Background: an optimization exercise with open tools, aiming at small area, a short achievable clock period and few clock cycles. Do not read the settings as production practice. Function was checked by simulation only, so behaviour that the tests miss may differ from the original.

// rot_geom
module rot_geom (
    input  wire        clk,
    input  wire        rst,         
    input  wire        start,
    input  wire        op,          
    input  wire [15:0] w,
    input  wire [15:0] h,
    input  wire [15:0] sin_q,       
    input  wire [15:0] cos_q,       
    output wire        busy,
    output wire        done,
    output wire [7:0]  errcode,
    output wire [31:0] res_a,       
    output wire [31:0] res_b        
);
    localparam [1:0] ST_IDLE = 2'd0, ST_MAC = 2'd1, ST_DIV = 2'd2, ST_DONE = 2'd3;
    reg [1:0]  st;
    reg [3:0]  ph;
    reg        op_q, err;
    reg [15:0] w_q, h_q, s_q, c_q;
    reg        wge, cgs, ceqs;        
    reg        amb;                   
    reg        thin2;                 
    reg        f15;
    reg        goA, goB;
    reg [1:0]  st_nx;
    reg        busy_o, done_o;        
    wire       busy_i  = (st == ST_MAC) || (st == ST_DIV);
    assign busy    = busy_o;
    assign done    = done_o;
    assign errcode = err ? 8'h32 : 8'h00;
    wire accept = start && !busy_i;
    wire start_fin = (w == 16'd0) || (h == 16'd0) || (op && sin_q == 16'd0 && cos_q == 16'd0);
    wire [15:0] L  = wge ? w_q : h_q;
    wire [15:0] Sh = wge ? h_q : w_q;
    wire [31:0] QA, QB;
    wire [30:0] RA, RB, DA, DB;
    wire        negA, negB, actA, actB, lastA, lastB;
    localparam [2:0] A_S = 3'd0, A_C = 3'd1, A_W = 3'd2, A_H = 3'd3, A_ZH = 3'd4, A_ZL = 3'd5;
    localparam [1:0] B_C = 2'd0, B_S = 2'd1, B_L = 2'd2;
    localparam [2:0] AD_0 = 3'd0, AD_RA = 3'd1, AD_RB = 3'd2, AD_D = 3'd3, AD_E = 3'd4, AD_SH = 3'd5;
    localparam [1:0] M_ADD = 2'd0, M_SUB = 2'd1, M_RSUB = 2'd2;    
    localparam [2:0] DS_QA = 3'd0, DS_QB = 3'd1, DS_RA = 3'd2, DS_RB = 3'd3, DS_D = 3'd4,
                     DS_QAS = 3'd5, DS_QBS = 3'd6, DS_AMB = 3'd7;
    wire [1:0] m_sub = cgs ? M_SUB : M_RSUB;
    reg        n_v;
    reg [2:0]  n_a, n_ad, n_ds;
    reg [1:0]  n_b, n_m;
    wire [3:0] nph = ph + 4'd1;
    always @* begin
        n_v = 1'b0; n_a = A_S; n_b = B_C; n_ad = AD_0; n_m = M_ADD; n_ds = DS_QA;
  ...
Size: about 6500 cells after synthesis, about 500 flip-flops, ~140 I/O pins, about 52000 um^2 of cells after synthesis.
==> flow/config.mk <==
export PLATFORM = sky130hd
export DESIGN_NAME = rot_geom
export DESIGN_NICKNAME = rot_geom
export VERILOG_FILES = /design/flow/design.v
export SDC_FILE = /design/flow/constraint.sdc
export NUM_CORES = 4
export LEC_CHECK = 0
export CAP_MARGIN = 40
export CORE_MARGIN = 2
export CORE_UTILIZATION = 40
export PLACE_DENSITY = 0.6
export SLEW_MARGIN = 30
==> flow/constraint.sdc <==
create_clock -name core_clock -period 13.0 [get_ports {clk}]
set_input_delay 2.6000 -clock core_clock [delete_from_list [all_inputs] [get_ports {clk}]]
set_output_delay 2.6000 -clock core_clock [all_outputs]
set_load 0.01 [all_outputs]
standard.sh (not shown) runs the stock make flow with config.mk's settings and CLKGATE_MAP_FILE= SYNTH_SCRIPT=/design/flow/synth_recipe.tcl, a recipe that flattens the netlist after the stock synthesis.
==> flow/flow/run.sh <==
#!/bin/bash
# The standard layout, with
#  - repair_timing aiming at a shorter period than the clock (setup margin),
#    repairing only the worst endpoints so that the area stays small;
set -o pipefail
bash standard.sh SETUP_SLACK_MARGIN=9.3 TNS_END_PERCENT=10 \
    "BUFFER_PORTS_ARGS=-buffer_cell sky130_fd_sc_hd__buf_4" finish > std_flow.log 2>&1
The baseline completed without violations.
Testbench counts at the start, summed over its fixed seeds: cycles 20,186.
==> next run, changes <==
--- a/flow/design.v
+++ b/flow/design.v
@@ -765,16 +765,15 @@
     wire wr_qb  = s2_v && (s2_ds == DS_QB  || s2_ds == DS_QBS);
     wire wr_ra  = s2_v && (s2_ds == DS_RA);
     wire wr_rb  = s2_v && (s2_ds == DS_RB);
     wire wr_d   = s2_v && (s2_ds == DS_D);
     wire [31:0] qa_v = (s2_ds == DS_QAS) ? {14'd0, X[32:15]} : X[31:0];
     wire [31:0] qb_v = (s2_ds == DS_QBS) ? {14'd0, X[32:15]} : X[31:0];
     wire amb_thin = X[33] || (X[32:0] == 33'd0);    
-    wire [34:0] e_chk    = {ms, 1'b1} + {mc, 1'b1};
-    wire        e_le0    = !e_chk[34];
+    wire        e_le0    = X[33] || (X == 34'd0);
     wire        thin_now = ceqs || e_le0;
     wire        irect_mac = (st == ST_MAC) && op_q;
     wire        thin_ld0  = irect_mac && (ph == 4'd3) && thin_now;
     wire        thin_ld   = irect_mac && ((ph == 4'd3) || (ph == 4'd10 && thin2));
     wire [15:0] dA_thin = wge ? s_q : c_q;
     wire [15:0] dB_thin = wge ? c_q : s_q;
     function [4:0] bitlen31;
@@ -811,39 +810,38 @@
     function [4:0] bitlen16;
         input [15:0] x;
         bitlen16 = bitlen31({15'd0, x});
     endfunction
     function [4:0] tcalc;             
         input [4:0] bm, bd;
         input       f;
-        reg   [6:0] x;
+        reg   [4:0] tr;
+        reg   [3:0] t0;
+        reg         adj;
         begin
-            x = {2'b00, bd} + {2'b11, ~bm} + (f ? 7'd127 : 7'd0);
-            if (x[6])
-                tcalc = 5'b10000;
-            else if (x[4:0] > (f ? 5'd13 : 5'd12))
-                tcalc = {1'b0, f ? 4'd13 : 4'd12};
-            else
-                tcalc = {1'b0, x[3:1], f};
+            tr  = bd - bm - 5'd1;
+            t0  = (tr > (f ? 5'd13 : 5'd12)) ? (f ? 4'd13 : 4'd12) : tr[3:0];
+            adj = t0[0] ^ f;
+            tcalc = {(bm >= bd) || (adj && t0 == 4'd0), t0 - {3'd0, adj}};
         end
     endfunction
-    reg  [4:0] bldN;                  
+    reg  [4:0] blmA, blmB, bldN;      
+    wire [4:0] bl_x = bitlen31(xmag);
     reg  [4:0] tA, tB;                
-    reg  [4:0] tA_thin, tB_thin, blSh, bldA, bldB;
+    reg  [4:0] tA_thin, tB_thin;
     always @(posedge clk) begin
-        blSh    <= bitlen16(Sh);
-        bldA    <= bitlen16(dA_thin);
-        bldB    <= bitlen16(dB_thin);
-        tA_thin <= tcalc(blSh, bldA, 1'b0);
-        tB_thin <= tcalc(blSh, bldB, 1'b0);
+        tA_thin <= tcalc(bitlen16(Sh), bitlen16(dA_thin), 1'b0);
+        tB_thin <= tcalc(bitlen16(Sh), bitlen16(dB_thin), 1'b0);
     end
     reg al_sel;           
     wire [30:0] al_m   = al_sel ? RB : RA;
     wire        al_neg = al_sel ? negB : negA;
-    wire [4:0]  al_t   = al_sel ? tB : tA;
+    wire [4:0]  tnA    = tcalc(blmA, bldN, 1'b1);
+    wire [4:0]  tnB    = tcalc(blmB, bldN, 1'b1);
+    wire [4:0]  al_t   = al_sel ? (f15 ? tnB : tB) : (f15 ? tnA : tA);
     wire        al_fb  = al_t[4];
     wire [3:0]  t      = al_t[3:0];
     wire [45:0] shx    = {al_m, {15{al_neg}}} << t;
     wire [30:0] al_r0  = shx[45:15];
     wire [3:0]  kb     = (f15 ? 4'd15 : 4'd14) - t;
     wire [2:0]  al_k0  = kb[3:1];
     wire clr_q = accept;
@@ -895,21 +893,20 @@
             mA    <= op ? sin_q : w;
             mB    <= cos_q;
             p1_ad <= AD_0;
             p1_m  <= M_ADD;
             p1_ds <= op ? DS_QA : DS_RA;
         end
         if (s2_v && s2_ds == DS_AMB) thin2 <= amb_thin;
-        bldN <= bitlen31(DA);
+        if (wr_ra) blmA <= bl_x;
+        if (wr_rb) blmB <= bl_x;
+        if (wr_d)  bldN <= bl_x;
         if (thin_ld) begin
             tA <= tA_thin;
             tB <= tB_thin;
-        end else if (f15) begin
-            tA <= tcalc(bitlen31(RA), bldN, 1'b1);
-            tB <= tcalc(bitlen31(RB), bldN, 1'b1);
         end
         if (rst) begin
             st_nx   = ST_IDLE;
             p1_v <= 1'b0;
             s2_v <= 1'b0;
         end else begin
             case (st)
@@ -940,19 +937,19 @@
                             f15 <= !thin_now;
                             if (thin_now) begin
                                 goA    <= 1'b1;
                                 al_sel <= 1'b0;
                                 st_nx     = ST_DIV;
                             end
                         end
-                        if (ph == 4'd8 && !amb) begin
+                        if (ph == 4'd7 && !amb) begin
                             goA    <= 1'b1;
                             al_sel <= 1'b0;
                         end
-                        if (ph == 4'd9 && !amb) begin
+                        if (ph == 4'd8 && !amb) begin
                             goB    <= 1'b1;
                             al_sel <= 1'b1;
                             st_nx     = ST_DIV;
                         end
                         if (ph == 4'd10 && amb) begin
                             f15    <= !thin2;
                             goA    <= 1'b1;
Effect: Worst hold slack is worse by 8.0 ps. Wire length fell by 9.4%. Worst setup slack degrades by 500 ps. Die area went down by 2.4%. Maximum frequency decreases by about 11%. Critical path depth rises by 17. Sequential share of layout area is about the same. Via count came out lower by about 4.5%.
Testbench counts after the change, summed over its fixed seeds: cycles 19,645.

static timing again, ports no longer ideal:
No port has a modelled driver above. Below, the same layouts with a new extraction and two added sets of constraints. Step 1 sets driving cells, clkbuf_16 on the clock port and buf_2 on the other inputs (assumed; they add their load-dependent delay and slew). Step 2 times the ports against the registers' clock, not the clock port: input delays grow and output delays shrink by t, the midpoint of the rising clock arrivals with the driver on. a / b / c = no drivers / after step 1 / after step 2; a / b = the first two.
run	t, ns	setup slack, ns	latest minus earliest clock arrival (ns)
the first run	0.801	9.021 / 8.944 / 8.364	0.075 / 0.075
the second run	0.788	8.519 / 8.519 / 7.997	0.063 / 0.063
After both steps every run listed still meets setup and hold. The setup slack of the first run, which loses most, moves by -0.077 ns with the drivers and by -0.657 ns with both steps.
